Source: an optimization exercise on an open RTL-to-GDS flow (aim: small area, a short achievable clock period and few clock cycles). Production flows keep margins and buffers that such runs may drop.
No run shown here included a check of the RTL's function; only the layout flow was run.
No activity file was given, so power comes from the tool's default toggle rates.

==> flow/constraint.sdc <==
create_clock -name core_clock -period 6.0 [get_ports {clk}]
set_input_delay 1.2000 -clock core_clock [delete_from_list [all_inputs] [get_ports {clk}]]
set_output_delay 1.2000 -clock core_clock [all_outputs]
set_load 0.01 [all_outputs]
==> flow/run.sh <==
#!/bin/bash
# synth_recipe.tcl (not shown) runs the flow's synth.tcl, then flattens the netlist and writes it again
# the make line also repeats each setting of config.mk as NAME=value (left out here)
make -C /OpenROAD-flow-scripts/flow DESIGN_CONFIG=/design/flow/config.mk WORK_HOME=/design/flow/orfs CLKGATE_MAP_FILE= SYNTH_SCRIPT=/design/flow/synth_recipe.tcl finish
==> flow/design.v <==
module udp_rx_demux (
    input  wire        clk,
    input  wire        rst,
    input  wire        in_valid,
    output wire        in_ready,
    input  wire [7:0]  in_data,
    input  wire        in_last,
    output wire        out_valid,
    input  wire        out_ready,
    output wire [7:0]  out_data,
    output wire        out_last,
    output wire        ev_valid,
    output wire [2:0]  ev_kind,
    output wire [2:0]  ev_slot,
    output wire [15:0] ev_sport,
    output wire [15:0] ev_dport,
    output wire [15:0] ev_len,
    input  wire        bind_en,
    input  wire [2:0]  bind_slot,
    input  wire [15:0] bind_port,
    input  wire        deq_en,
    input  wire [2:0]  deq_slot
);
    localparam [2:0] EV_ENQUEUE        = 3'd0,
                     EV_UNRECOGNIZED   = 3'd1,
                     EV_ARP_REPLY      = 3'd2,
                     EV_ARP_SUPPRESSED = 3'd3,
                     EV_NO_PORT        = 3'd4,
                     EV_QUEUE_FULL     = 3'd5;
    reg        first;           
    reg [15:0] cnt;             
    reg        t12;             
    reg        ty_arp, ty_ip;   
    reg [3:0]  ihl;
    reg        dp_done;         
    reg        lkd;             
    reg        lk;              
    reg        pend;            
    reg        rep;             
    reg        arp_seen;
    reg        ev_v;
    reg [2:0]  e_kind, e_slot;
    reg [7:0]  pb [0:3];        
    reg [47:0] mac;             
    reg [15:0] slot_port  [0:7];
    reg        slot_valid [0:7];
    reg [2:0]  slot_count [0:7];
    wire in_fire  = in_valid && in_ready;
    wire out_fire = rep && out_ready;
    wire        near = !first && (cnt[15:7] == 9'd0);
    wire [6:0]  c7    = cnt[6:0];
    wire        at12  = near && c7 == 7'd12;
    wire        at13  = near && c7 == 7'd13;
    wire        at14  = near && c7 == 7'd14;
    wire        at_mac = near && c7 >= 7'd6 && c7 <= 7'd11;
    wire [6:0]  r     = c7 - 7'd14;
    wire [3:0]  ihl_e = at14 ? in_data[3:0] : ihl;
    wire        at_u  = near && !r[6] && r[5:2] == ihl_e;    
    wire        at_ip = near && c7[6:2] == 5'd7;             
    wire        ge33  = !first && (cnt[15:6] != 10'd0 || (cnt[5] && cnt[4:0] != 5'd0));
    wire        ge41  = !first && (cnt[15:6] != 10'd0 || (cnt[5] && cnt[4:0] >= 5'd9));
    wire        dp_now = (dp_done && !first) || (at_u && r[1:0] == 2'd3);
    wire        trig   = ty_ip && !lkd && ge33 && (dp_now || in_last);
    wire        ip_cls = ty_ip && ge33;
    wire        arp_cls = ty_arp && ge41;
    wire [15:0] dport = {pb[2], pb[3]};
    reg  [7:0]  hit;
    reg  [7:0]  first_hit;
    reg  [2:0]  hit_slot;
    reg         hit_full;
    reg         any_lo;
    integer s;
    always @(*) begin
        for (s = 0; s < 8; s = s + 1)
            hit[s] = slot_valid[s] && slot_port[s] == dport;
        any_lo = 1'b0;
        for (s = 0; s < 8; s = s + 1) begin
            first_hit[s] = hit[s] && !any_lo;
            any_lo = any_lo || hit[s];
        end
        hit_slot = 3'd0;
        hit_full = 1'b0;
        for (s = 7; s >= 0; s = s - 1)
            if (hit[s]) begin
                hit_slot = s;
                hit_full = slot_count[s][2];
            end
    end
    reg [7:0] rbyte;
    always @(*) begin
        case (cnt[5:0])
            6'd6, 6'd22:  rbyte = 8'h52;
            6'd7, 6'd23:  rbyte = 8'h54;
            6'd8, 6'd24:  rbyte = 8'h00;
            6'd9, 6'd25:  rbyte = 8'h12;
            6'd10, 6'd26: rbyte = 8'h34;
            6'd11, 6'd27: rbyte = 8'h56;
            6'd12: rbyte = 8'h08;
            6'd13: rbyte = 8'h06;
            6'd14: rbyte = 8'h00;
            6'd15: rbyte = 8'h01;
            6'd16: rbyte = 8'h08;
            6'd17: rbyte = 8'h00;
            6'd18: rbyte = 8'h06;
            6'd19: rbyte = 8'h04;
            6'd20: rbyte = 8'h00;
            6'd21: rbyte = 8'h02;
            6'd28: rbyte = 8'h0a;
            6'd29: rbyte = 8'h00;
            6'd30: rbyte = 8'h02;
            6'd31: rbyte = 8'h0f;
            6'd38: rbyte = pb[0];
            6'd39: rbyte = pb[1];
            6'd40: rbyte = pb[2];
            6'd41: rbyte = pb[3];
            default: rbyte = mac[47:40];    
        endcase
    end
    wire mac_rot = out_fire && (cnt[5:0] <= 6'd5 || (cnt[5:0] >= 6'd32 && cnt[5:0] <= 6'd37));
    integer i;
    always @(posedge clk) begin
        if (rst) begin
            first    <= 1'b1;
            lk       <= 1'b0;
            pend     <= 1'b0;
            rep      <= 1'b0;
            arp_seen <= 1'b0;
            ev_v     <= 1'b0;
            for (i = 0; i < 8; i = i + 1)
                slot_valid[i] <= 1'b0;
        end else begin
            ev_v <= 1'b0;
            lk   <= 1'b0;
            if (in_fire) begin
                first <= in_last;
                cnt   <= (first ? 16'd0 : cnt) + 16'd1;
                if (first) begin
                    dp_done <= 1'b0;
                    lkd     <= 1'b0;
                end
                if (at12) t12 <= in_data == 8'h08;
                if (at13) begin
                    ty_arp <= t12 && in_data == 8'h06;
                    ty_ip  <= t12 && in_data == 8'h00;
                end
                if (at14) ihl <= in_data[3:0];
                if (dp_now) dp_done <= 1'b1;
                if (trig) begin
                    lkd <= 1'b1;
                    lk  <= 1'b1;
                end
                if (in_last) begin
                    if (ip_cls) begin
                        if (lkd) ev_v <= 1'b1;
                        else     pend <= 1'b1;
                    end else begin
                        ev_v <= 1'b1;
                        if (arp_cls) begin
                            if (arp_seen) begin
                                e_kind <= EV_ARP_SUPPRESSED;
                            end else begin
                                e_kind   <= EV_ARP_REPLY;
                                arp_seen <= 1'b1;
                                rep      <= 1'b1;
                                cnt      <= 16'd0;
                            end
                        end else begin
                            e_kind <= EV_UNRECOGNIZED;
                        end
                    end
                end
            end
            if (lk) begin
                if (pend) begin
                    pend <= 1'b0;
                    ev_v <= 1'b1;
                end
                e_slot <= hit_slot;
                if (hit == 8'd0)
                    e_kind <= EV_NO_PORT;
                else if (hit_full)
                    e_kind <= EV_QUEUE_FULL;
                else
                    e_kind <= EV_ENQUEUE;
            end
            if (out_fire) begin
                cnt <= cnt + 16'd1;
                if (cnt[5:0] == 6'd41) rep <= 1'b0;
            end
            if (bind_en) slot_valid[bind_slot] <= bind_port != 16'd0;
        end
    end
    always @(posedge clk) begin
        for (i = 0; i < 4; i = i + 1)
            if (in_fire) begin
                if (first)
                    pb[i] <= 8'd0;
                else if ((ty_ip && at_u && r[1:0] == i) || (ty_arp && at_ip && c7[1:0] == i))
                    pb[i] <= in_data;
            end
        if (in_fire && at_mac)
            mac <= {mac[39:0], in_data};
        else if (mac_rot)
            mac <= {mac[39:0], mac[47:40]};
    end
    always @(posedge clk) begin
        for (i = 0; i < 8; i = i + 1) begin
            if (bind_en && bind_slot == i) begin
                slot_port[i]  <= bind_port;
                slot_count[i] <= 3'd0;
            end else if (deq_en && deq_slot == i) begin
                if (slot_count[i] != 3'd0)
                    slot_count[i] <= slot_count[i] - 3'd1;
            end else if (lk && first_hit[i] && !slot_count[i][2]) begin
                slot_count[i] <= slot_count[i] + 3'd1;
            end
        end
    end
    assign in_ready  = !pend && !rep;
    assign out_valid = rep;
    assign out_data  = rbyte;
    assign out_last  = rep && cnt[5:0] == 6'd41;
    assign ev_valid  = ev_v;
    assign ev_kind   = e_kind;
    assign ev_slot   = e_slot;
    assign ev_sport  = {pb[0], pb[1]};
    assign ev_dport  = {pb[2], pb[3]};
    assign ev_len    = cnt;
endmodule
==> flow/config.mk <==
export PLATFORM = sky130hd
export DESIGN_NAME = udp_rx_demux
export DESIGN_NICKNAME = udp_rx_demux
export VERILOG_FILES = /design/flow/design.v
export SDC_FILE = /design/flow/constraint.sdc
export NUM_CORES = 4
export LEC_CHECK = 0
export CAP_MARGIN = 20
export CORE_MARGIN = 2
export CORE_UTILIZATION = 35
export PLACE_DENSITY = 0.55
export SLEW_MARGIN = 20
==> results of run 1 <==
==> cell usage after synthesis, drive strengths merged, types with 4 or more instances <==
master,n
nand3,25
edfxtp,247
clkbuf,25
nor2b,17
buf,19
nand2,65
xor2,29
nor3b,4
fa,8
or2,11
nand4,32
dfxtp,30
mux2,18
mux2i,4
or4,5
a31oi,10
o21ai,28
and3,17
ha,10
or3,8
o21a,4
inv,40
nor3,25
and2,9
xnor2,114
o31ai,12
nor4,25
nand2b,12
a22oi,9
a21oi,50
nor2,65
a21o,4
a211oi,11
==> state kept, by name, summed over array words and instances, names as in the netlist, 3 cells and up <==
name and cells:
slot_valid 8, cnt 16, slot_port 128, pb 32
e_kind 3, mac 48, e_slot 3, slot_count 24
ihl 4
==> metrics by stage <==
| stage | worst slack (ns) | hold slack [ns] |
|---|---|---|
| CTS | 0.6265 | 0.4196 |
| floorplan | 1.298 | 0.4003 |
| detailed placement | 1.232 | 0.4059 |
| global placement | 1.285 | 0.4051 |
| finish | 0.6238 | 0.4157 |
| global route | 0.3851 | 0.4201 |
==> logic make-up after synthesis <==
kind of cell / synth area share (%)
xor+xnor: 9.561
fa+ha+maj: 2.178
mux: 1.882
simple gates: 13.62
compound gates: 8.634
flops: 61.20
buf+inv: 2.923
==> layout make-up <==
cell class / instances / area share (%)
inverters: 41 / 0.9839
well taps: 468 / 3.744
multi-input cells: 682 / 30.36
repair buffers: 117 / 7.295
clock inverters: 18 / 1.104
flip-flops and latches: 277 / 51.26
clock buffers: 38 / 5.256
==> power breakdown <==
group	switching, mW	total [mW]	internal (mW)
Sequential	0.134	2.36	2.22
Clock	0.762	1.86	1.10
Combinational	0.309	0.571	0.262
Total	1.20	4.78	3.58
==> layer usage <==
layer	vias to the layer above	global-route usage [%]
li1	4087	-
met1	4376	26.84
met2	341	29.99
met3	59	2.459
met4	0	6.294
met5	-	0
==> worst max path at each step <==
stage                startpoint                to  depth (start not counted)
6_report       cnt[3]$_DFFE_PP_       out_data[5]                          8
5_1_grt        cnt[3]$_DFFE_PP_       out_data[5]                          8
4_1_cts        cnt[3]$_DFFE_PP_       out_data[5]                          8
3_5_place_dp   cnt[3]$_DFFE_PP_       out_data[5]                          8
3_3_place_gp   cnt[2]$_DFFE_PP_       out_data[1]                          8
2_1_floorplan         out_ready  mac[0]$_DFFE_PP_                          3
==> results.toml, run 1 <==
[cts]
cts.sinks = 277
post-cts-setup-buffer-count = 0
cts_resized = 0
cts_inserted_buffers = 30
cts_max_level = 1
cts_root_buf = "clkbuf_16"
hold_buffers = 0
clk_pin_slew_ns = 0.06
clock_path_buffers = 3
clk_latency_ns = 0.56
cts_tree = "built"

[placement]
dpl.hpwl_mm = 25.72
gp_congestion = 0.8843
placed_cells = 1583
io_buffers = 102
dpl_cell_area_sq_mm = 0.01461

[worst_setup_path]
r2r_slack_ns = 2.15
cp_max_fo = 20
path_delay_family = "simple AND/OR/NAND/NOR gates"
max_stage_delay_ns = 0.67
crit_type = "reg2out"
required_ns = 4.80
slowest_stage = "edfxtp_1"
r2r-end = "pb[3][0]$_SDFFCE_PP0P_"
cp-start-kind = "flop"
cp-end-kind = "output port"
cp.arrival_ns = 4.18
worstReg2RegStart = "cnt[2]$_DFFE_PP_"
cp.buffers_inverters = 2
r2r_cells = 8
crit_chain = "inv_1 -> nor2_1 -> and3_1 -> or4_1 -> nor4_4 -> nand2_1 -> nand3_1 -> clkdlybuf4s50_1"

[synth]
synth_fp_nets = 1099
ys_seq_elements = 277
synth_area_per_cell_sq_um = 12.55
synth_edf_count = 247
synth-seq-area-share_pct = 61.20
synth_flop_cell = "edfxtp_1"
yosysTopAreaCellShare_pct = 56.62
syn_inst = 1044
yosysWarningCount = 4
ys_top_cells_by_area = "edfxtp_1 57%, xnor2_1 7.6%, dfxtp_1 4.6%, xor2_1 1.9%, a21oi_1 1.9%"
synth_area_sq_mm = 0.01310
yosysUniqueCellTypes = 78
yosysTopAreaCell = "edfxtp_1"
synthArstFlopShare_pct = 0

[floorplan]
initial_core_util_pct = 35.70
dieWidth_um = 197.5
rows = 70
coreArea_sq_mm = 0.03670
die-area_sq_mm = 0.03899
die_h_um = 197.5
io-pin-count = 103

[grt]
grt_use_total_pct = 18.92
grt_overflow = 0
antenna_found_initial = 0
grt_first_pass_wirelength_mm = 54.69
grt_pass1_vias = 8521
grt_max_degree = 49

[layout]
syn_to_final_growth_pct = 19.40
layout_common_cells = "247 x edfxtp_1, 114 x xnor2_1, 102 x clkdlybuf4s50_1"
regArea_sq_mm = 0.008018
fin_util_pct = 42.62
final_cells = 1641
insertedDiodeCount = 0
final_common_cell = "edfxtp_1"
stdcell_area_sq_mm = 0.01564
fillerInstances = 3370
drive_above_1_share_pct = 9.889
multi_input_area_sq_mm = 0.004748
fin_nets = 1204

[run]
maxCapViolCount = 0

[routing]
route.detailed.drc = 0
firstDrtPassIters = 8
wl_per_cell_um = 22.50
vias = 8863
ant_nets = 0
dr.max_layer_used = "met4"
drt_iter0_drc = 824
m1WireLength_mm = 16.10
dr_wl_met3_mm = 2.817
wl_mm = 36.92
viasPerCell = 5.401
wl_met2_mm = 16.93

[worst_hold_path]
min_from = "mac[38]$_DFFE_PP_"
hp-class = "reg2reg"
hold_path_depth = 0
hold_end = "mac[46]$_DFFE_PP_"

[timing]
tightestPinTransition_ns = 0.9907
maxSlewViolCount = 0
period_share_pct = 89.60
hold_viol_final = 0
tns_ns = 0
post-route-min-period_ns = 5.376
max_freq_ghz = 0.1860
rsz0062_at_grt = "false"
final-setup-viol-count = 0
slew_headroom_pct = 33.41
skew_ns = 0.02443

[run_status]
status = "no timing/DRC/antenna violations"

[power]
ir_worst_vdd_v = 0.0002507
power_leakage_nw = 5.124
powerDensity_mw_per_mm2 = 305.9
power.total_mw = 4.785
==> run 2: changes to the inputs <==
--- a/flow/design.v
+++ b/flow/design.v
@@ -55,6 +55,5 @@
     wire        at_mac = near && c7 >= 7'd6 && c7 <= 7'd11;
     wire [6:0]  r     = c7 - 7'd14;
-    wire [3:0]  ihl_e = at14 ? in_data[3:0] : ihl;
-    wire        at_u  = near && !r[6] && r[5:2] == ihl_e;    
+    wire        at_u  = near && !r[6] && r[5:2] == ihl;    
     wire        at_ip = near && c7[6:2] == 5'd7;             
     wire        ge33  = !first && (cnt[15:6] != 10'd0 || (cnt[5] && cnt[4:0] != 5'd0));
@@ -117,5 +116,9 @@
         endcase
     end
-    wire mac_rot = out_fire && (cnt[5:0] <= 6'd5 || (cnt[5:0] >= 6'd32 && cnt[5:0] <= 6'd37));
+    wire rep_end = cnt[5:0] == 6'd42;
+    wire mac_rot = out_fire && !rep_end &&
+                   (cnt[5:0] <= 6'd5 || (cnt[5:0] >= 6'd32 && cnt[5:0] <= 6'd37));
+    reg [7:0] out_d;
+    reg       out_l;
     integer i;
     always @(posedge clk) begin
@@ -163,5 +166,7 @@
                                 arp_seen <= 1'b1;
                                 rep      <= 1'b1;
-                                cnt      <= 16'd0;
+                                cnt      <= 16'd1;
+                                out_d    <= mac[47:40];
+                                out_l    <= 1'b0;
                             end
                         end else begin
@@ -185,6 +190,8 @@
             end
             if (out_fire) begin
-                cnt <= cnt + 16'd1;
-                if (cnt[5:0] == 6'd41) rep <= 1'b0;
+                cnt   <= cnt + 16'd1;
+                out_d <= rbyte;
+                out_l <= cnt[5:0] == 6'd41;
+                if (rep_end) rep <= 1'b0;
             end
             if (bind_en) slot_valid[bind_slot] <= bind_port != 16'd0;
@@ -194,12 +201,13 @@
         for (i = 0; i < 4; i = i + 1)
             if (in_fire) begin
-                if (first)
+                if (first && i >= 2)
                     pb[i] <= 8'd0;
-                else if ((ty_ip && at_u && r[1:0] == i) || (ty_arp && at_ip && c7[1:0] == i))
+                else if ((i == 0 && at14) ||
+                         (!ty_arp && at_u && r[1:0] == i) || (ty_arp && at_ip && c7[1:0] == i))
                     pb[i] <= in_data;
             end
         if (in_fire && at_mac)
             mac <= {mac[39:0], in_data};
-        else if (mac_rot)
+        else if (mac_rot || (in_fire && in_last && arp_cls && !arp_seen))
             mac <= {mac[39:0], mac[47:40]};
     end
@@ -219,6 +227,6 @@
     assign in_ready  = !pend && !rep;
     assign out_valid = rep;
-    assign out_data  = rbyte;
-    assign out_last  = rep && cnt[5:0] == 6'd41;
+    assign out_data  = out_d;
+    assign out_last  = out_l;
     assign ev_valid  = ev_v;
     assign ev_kind   = e_kind;
==> run 2 against run 1 <==
Effect of this change:
- still clean on timing, DRC and antenna
- register-to-register slack improved by 0.22 ns
- combinational power fell by 9.8%
- utilization fell by 0.46 points
- synthesized area rose by 2.1%
- critical endpoint is now pb[1][3]$_DFFE_PP_
- highest routed layer unchanged
==> results.toml, run 2 <==
[placement]
gp_congestion = 0.8899
dpl_cell_area_sq_mm = 0.01487
dpl.hpwl_mm = 24.88
io_buffers = 102
placed_cells = 1629
pre_cts_ws_ns = 1.755

[routing]
drt_iter0_drc = 850
dr.max_layer_used = "met4"
route.detailed.drc = 0
dr_wl_met3_mm = 2.879
firstDrtPassIters = 5
wl_per_cell_um = 21.90
wl_mm = 36.95
m1WireLength_mm = 16.15
vias = 8960
wl_met2_mm = 17.16
viasPerCell = 5.311
ant_nets = 0

[timing]
tightestPinTransition_ns = 1.037
final-setup-viol-count = 0
rsz0062_at_grt = "false"
hold_slack_ns = 0.4170
maxSlewViolCount = 0
slew_headroom_pct = 30.77
hold_viol_final = 0
post-route-min-period_ns = 3.632
period_share_pct = 60.53
tns_ns = 0
max_freq_ghz = 0.2753
skew_ns = 0.01802
setup_slack_ns = 2.368

[layout]
syn_to_final_growth_pct = 18.76
largest_register = "slot_port"
reg.largest.list = "slot_port x128, mac x48, pb x32"
final_cells = 1687
layout_common_cells = "256 x edfxtp_1, 102 x clkdlybuf4s50_1, 91 x xor2_1"
stdcell_area_sq_mm = 0.01588
drive_above_1_share_pct = 7.143
fillerInstances = 3523
fin_util_pct = 42.16
insertedDiodeCount = 0
fin_nets = 1206
largest_reg_flops = 128
final_common_cell = "edfxtp_1"

[worst_setup_path]
cp-end-kind = "flop"
cp_max_fo = 17
slowest_stage = "nor2_1"
required_ns = 6.17
crit_type = "reg2reg"
max_stage_delay_ns = 0.75
cp-start-kind = "flop"
cp.buffers_inverters = 1
cp.arrival_ns = 3.81
crit_chain = "inv_1 -> nor3_1 -> nor3_1 -> xnor2_1 -> nand4_1 -> nor2_1 -> a22oi_1 -> nor2_1"
path_delay_family = "simple AND/OR/NAND/NOR gates"

[run_status]
status = "no timing/DRC/antenna violations"

[floorplan]
initial_core_util_pct = 35.50
coreArea_sq_mm = 0.03767
rows = 71
io-pin-count = 103
dieWidth_um = 199.5
die-area_sq_mm = 0.03978
die_h_um = 199.5

[synth]
yosysUniqueCellTypes = 74
yosysWarningCount = 4
yosysTopAreaCellShare_pct = 57.50
synth_edf_count = 256
synth_area_sq_mm = 0.01337
yosysMostFrequentCell = "edfxtp_1"
ys_seq_elements = 286
synth.top_cells.by_count = "256 x edfxtp_1, 91 x xor2_1, 77 x nor2_1, 63 x nand2_1, 53 x xnor2_1"
syn_inst = 1052
synthArstFlopShare_pct = 0
synth_area_per_cell_sq_um = 12.71
synth_fp_nets = 1107
ys_top_cells_by_area = "edfxtp_1 57%, xor2_1 6.0%, dfxtp_1 4.5%, xnor2_1 3.5%, nor2_1 2.2%"
synth-seq-area-share_pct = 61.99
synth_flop_cell = "edfxtp_1"
yosysTopAreaCell = "edfxtp_1"

[cts]
cts_max_level = 1
hold_buffers = 0
clk_pin_slew_ns = 0.06
cts_resized = 0
cts_tree = "built"
cts_root_buf = "clkbuf_16"
cts.sinks = 286
post-cts-setup-buffer-count = 0
clock_path_buffers = 3
clk_latency_ns = 0.57
cts_inserted_buffers = 31

[grt]
grt_first_pass_wirelength_mm = 54.72
antenna_found_initial = 0
grt_overflow = 0
grt_max_degree = 49
grt_pass1_vias = 8555
grt_use_total_pct = 18.62

[power]
power_leakage_nw = 5.263
powerDensity_mw_per_mm2 = 303.4
power.total_mw = 4.818
ir_worst_vdd_v = 0.0001987

[worst_hold_path]
hp-class = "reg2reg"

[run]
maxCapViolCount = 0
[run 2: where the power goes]
group          internal, mW  switching (mW)
Clock                  1.11           0.770
Sequential             2.29           0.127
Combinational         0.227           0.288
Total                  3.63            1.18
[run 2: cell type report]
cell class	instances	area [sq um]	share of cell area, %
Tap cell	511	639.4	4.026
Inverter	36	135.1	0.8510
Clock inverter	14	143.9	0.9062
Clock buffer	44	854.6	5.382
Multi-Input combinational cell	682	4707	29.64
Sequential cell	286	8288	52.19
Timing Repair Buffer	114	1111	6.997
[run 2: worst reg2reg max path, delay by kind of cell (launching register included)]
kind,cells,cell delay [ns]
xor gates and xnor gates,1,0.19
buffers and inverters,1,0.40
and+or+nand+nor,5,1.81
DFF,1,0.72
AOI/OAI and AO/OA,1,0.13
[run 2: path summary, 6_finish.rpt]
kind,start,endpoint,slack (ns),cells past startpoint
worst max-delay path,cnt[3]$_DFFE_PP_,pb[1][3]$_DFFE_PP_,2.37,8
worst min-delay path,mac[24]$_DFFE_PP_,mac[32]$_DFFE_PP_,0.42,0
worst max register to register,cnt[3]$_DFFE_PP_,pb[1][3]$_DFFE_PP_,2.37,8
worst min register to register,mac[24]$_DFFE_PP_,mac[32]$_DFFE_PP_,0.42,0
[run 2: cell families after synthesis]
family	after synthesis	share of synthesized area (%)
compound gates	190	9.957
flops	286	61.99
xor+xnor	144	9.433
mux	11	0.9077
buf+inv	84	2.938
simple gates	319	12.64
fa+ha+maj	18	2.134
[run 2: routing by layer]
metal | up-vias | global-route usage [%]
met5 | - | 0
met4 | 0 | 4.554
met3 | 54 | 3.561
met2 | 383 | 30.22
met1 | 4394 | 25.76
li1 | 4129 | -
==> run 3: changes to the inputs <==
--- a/flow/config.mk
+++ b/flow/config.mk
@@ -10,3 +10,4 @@
 export CORE_UTILIZATION = 35
 export PLACE_DENSITY = 0.55
+export SETUP_SLACK_MARGIN = 3.5
 export SLEW_MARGIN = 20
==> run 3 against run 2 <==
Effect of this change:
- still clean on timing, DRC and antenna
- wire length grew 17%
- count of clock-buffer cells in the layout shrank 5
- sequential power shrank 2%
- critical path type unchanged
- largest cell class unchanged
- largest power group unchanged
==> results.toml, run 3 <==
[run_status]
status = "no timing/DRC/antenna violations"

[floorplan]
rows = 71
io-pin-count = 103
die_h_um = 199.5
initial_core_util_pct = 35.50
coreArea_sq_mm = 0.03767
dieWidth_um = 199.5
die-area_sq_mm = 0.03978

[worst_setup_path]
cp-start-kind = "flop"
crit_chain = "buf_12 -> buf_4 -> xor2_1 -> nor4_1 -> nand4_1 -> buf_4 -> nor3_4 -> o21ai_1 -> a41oi_4 -> o22ai_2"
required_ns = 6.30
r2r_cells = 10
slowest_stage = "edfxtp_1"
r2r-end = "e_kind[0]$_DFFE_PP_"
path_common_cell = "buf_4"
r2r_slack_ns = 3.31
crit_type = "reg2reg"
cp-end-kind = "flop"
cp_max_fo = 6
worstReg2RegStart = "pb[2][7]$_SDFFCE_PP0P_"
cp.arrival_ns = 2.99
max_stage_delay_ns = 0.43
cp.buffers_inverters = 3
path_delay_family = "simple AND/OR/NAND/NOR gates"
crit_start = "pb[2][7]$_SDFFCE_PP0P_"

[layout]
reg.largest.list = "slot_port x128, mac x48, pb x32"
drive_above_1_share_pct = 37.00
insertedDiodeCount = 0
layout_common_cells = "256 x edfxtp_1, 141 x buf_4, 88 x xor2_1"
fillerInstances = 3243
regArea_sq_mm = 0.008297
syn_to_final_growth_pct = 43.29
largest_reg_flops = 128
largest_register = "slot_port"
fin_nets = 1433
multi_input_area_sq_mm = 0.005902
final_common_cell = "edfxtp_1"

[timing]
hold_viol_final = 0
tns_ns = 0
post-route-min-period_ns = 2.690
slew_headroom_pct = 57.17
tightestPinTransition_ns = 0.6424
rsz0062_at_grt = "true"
maxSlewViolCount = 0
skew_ns = 0.01827
period_share_pct = 44.84
max_freq_ghz = 0.3717
final-setup-viol-count = 0

[cts]
clock_path_buffers = 3
cts.sinks = 286
cts_root_buf = "clkbuf_16"
cts_inserted_buffers = 31
cts_max_level = 1
clk_pin_slew_ns = 0.06
cts_tree = "built"
clk_latency_ns = 0.56

[power]
power.switching_mw = 1.311
internal_power_mw = 3.706
seqPwrFrac_pct = 47.5
power.total_mw = 5.018
powerDensity_mw_per_mm2 = 261.9
ir_worst_vdd_v = 0.0002386
power_leakage_nw = 6.896
pwr-share-clk_pct = 37.0
p_sw_share_pct = 26.13
p_comb_share_pct = 15.5

[synth]
synth_edf_count = 256
synth_flop_cell = "edfxtp_1"
synth_area_sq_mm = 0.01337
ys_top_cells_by_area = "edfxtp_1 57%, xor2_1 6.0%, dfxtp_1 4.5%, xnor2_1 3.5%, nor2_1 2.2%"
synth_area_per_cell_sq_um = 12.71
yosysMostFrequentCell = "edfxtp_1"
synth.top_cells.by_count = "256 x edfxtp_1, 91 x xor2_1, 77 x nor2_1, 63 x nand2_1, 53 x xnor2_1"
yosysUniqueCellTypes = 74
synth_fp_nets = 1107
yosysWarningCount = 4
syn_inst = 1052
synth-seq-area-share_pct = 61.99
yosysTopAreaCell = "edfxtp_1"
synthArstFlopShare_pct = 0
yosysTopAreaCellShare_pct = 57.50
ys_seq_elements = 286

[routing]
firstDrtPassIters = 6
viasPerCell = 5.374
wl_mm = 43.21
ant_nets = 0
drt_iter0_drc = 1071
wl_per_cell_um = 22.61
vias = 10270
route.detailed.drc = 0

[grt]
antenna_found_initial = 0
grt_first_pass_wirelength_mm = 61.02
grt_overflow = 0
grt_max_degree = 23
grt_use_total_pct = 20.85
grt_pass1_vias = 9554

[placement]
gp_congestion = 0.9201
io_buffers = 102
dpl.hpwl_mm = 25.50

[worst_hold_path]
hold_path_depth = 0
min_from = "mac[0]$_DFFE_PP_"
hold_end = "mac[8]$_DFFE_PP_"
hp-class = "reg2reg"

[run]
maxCapViolCount = 0
==> run 3: cell counts after synthesis <==
No cell type changed its count.
==> run 3: kinds of logic (layout without fill, tap and decap cells) <==
family | after synthesis | after routing | share of synthesized area (%)
simple gates | 319 | 323 | 12.64
flops | 286 | 286 | 61.99
compound gates | 190 | 197 | 9.957
xor+xnor | 144 | 144 | 9.433
buf+inv | 84 | 421 | 2.938
fa+ha+maj | 18 | 18 | 2.134
mux | 11 | 11 | 0.9077
==> run 3: area by class of cell <==
cell class	count	area share [%]
Clock inverter	16	0.7380
Multi-Input combinational cell	693	30.81
Timing Repair Buffer	330	16.60
Tap cell	511	3.337
Inverter	36	0.9013
Clock buffer	39	4.310
Sequential cell	286	43.31
==> run 3: timing repair <==
item,4_1_cts,5_1_grt
resized for setup,339,184
hold buffers,0,0
cloned,8,5
endpoints found under the hold margin,0,0
pin swaps,69,81
endpoints found under the setup margin,371,285
buffers inserted,167,52
==> run 3: through the flow <==
| step | std cells | instance area (sq um) | hold WS (ns) | util (%) | setup slack [ns] |
|---|---|---|---|---|---|
| after floorplan | 1052 | 13640 | 0.4003 | - | 3.369 |
| after global placement | 1624 | 15070 | 0.4004 | 40.00 | 2.412 |
| after detailed placement | 1624 | 15070 | 0.4045 | 40.00 | 2.259 |
| after CTS | 1854 | 18040 | 0.4199 | 47.89 | 3.291 |
| after global routing | 1911 | 19160 | 0.4238 | 50.86 | 3.235 |
| final | 1911 | 19160 | 0.4200 | 50.86 | 3.310 |
==> run 3: worst max-delay path by stage <==
stage / to / cells after the start
5_1_grt: cnt[2]$_DFFE_PP_ / 12
6_report: e_kind[0]$_DFFE_PP_ / 10
3_3_place_gp: cnt[13]$_DFFE_PP_ / 8
4_1_cts: e_kind[0]$_DFFE_PP_ / 9
2_1_floorplan: mac[0]$_DFFE_PP_ / 5
3_5_place_dp: cnt[13]$_DFFE_PP_ / 8
==> run 3: routing by layer <==
layer  share of wire (%)  wire length (um)  global-route usage (%)
met5                   0                 0                       0
met1                  42             18300                   29.00
met2                  47             20400                   34.71
met4                 3.0              1290                   4.691
met3                 7.4              3214                   2.852
==> run 3: power groups by stage <==
stage | clock, mW | sequential [mW] | combinational [mW]
after floorplan | 0 | 2.40 | 0.385
after global placement | 0 | 2.46 | 0.511
after detailed placement | 0 | 2.47 | 0.525
after CTS | 1.89 | 2.38 | 0.694
after global routing | 1.96 | 2.40 | 0.846
final | 1.85 | 2.38 | 0.778

[afterwards: timing with drivers on the ports]
No port has a modelled driver above. Below, the same layouts with a new extraction and two added sets of constraints. Step 1 (the two cells are an assumption about what drives the block):
set clk [get_ports {clk}]
set_driving_cell -lib_cell sky130_fd_sc_hd__clkbuf_16 $clk
set_driving_cell -lib_cell sky130_fd_sc_hd__buf_2 [delete_from_list [all_inputs] $clk]
Step 2, shift: input delay + t, output delay - t, t = (earliest + latest rising clock arrival at the registers) / 2. This alone moves slack from input paths to output paths. Slacks: ideal ports / drivers / drivers and shift; pairs: ideal ports / drivers.
run	shift t [ns]	setup WS [ns]	worst slew at a driven data input, ns
run 1	0.605	0.624 / 0.571 / 1.176	0.05
run 2	0.604	2.368 / 2.368 / 1.803	0.05
run 3	0.602	3.310 / 3.289 / 2.914	0.04
After both steps every run listed still meets setup and hold. The setup slack of run 2, which loses most, moves by 0.000 ns with the drivers and by -0.565 ns with both steps.
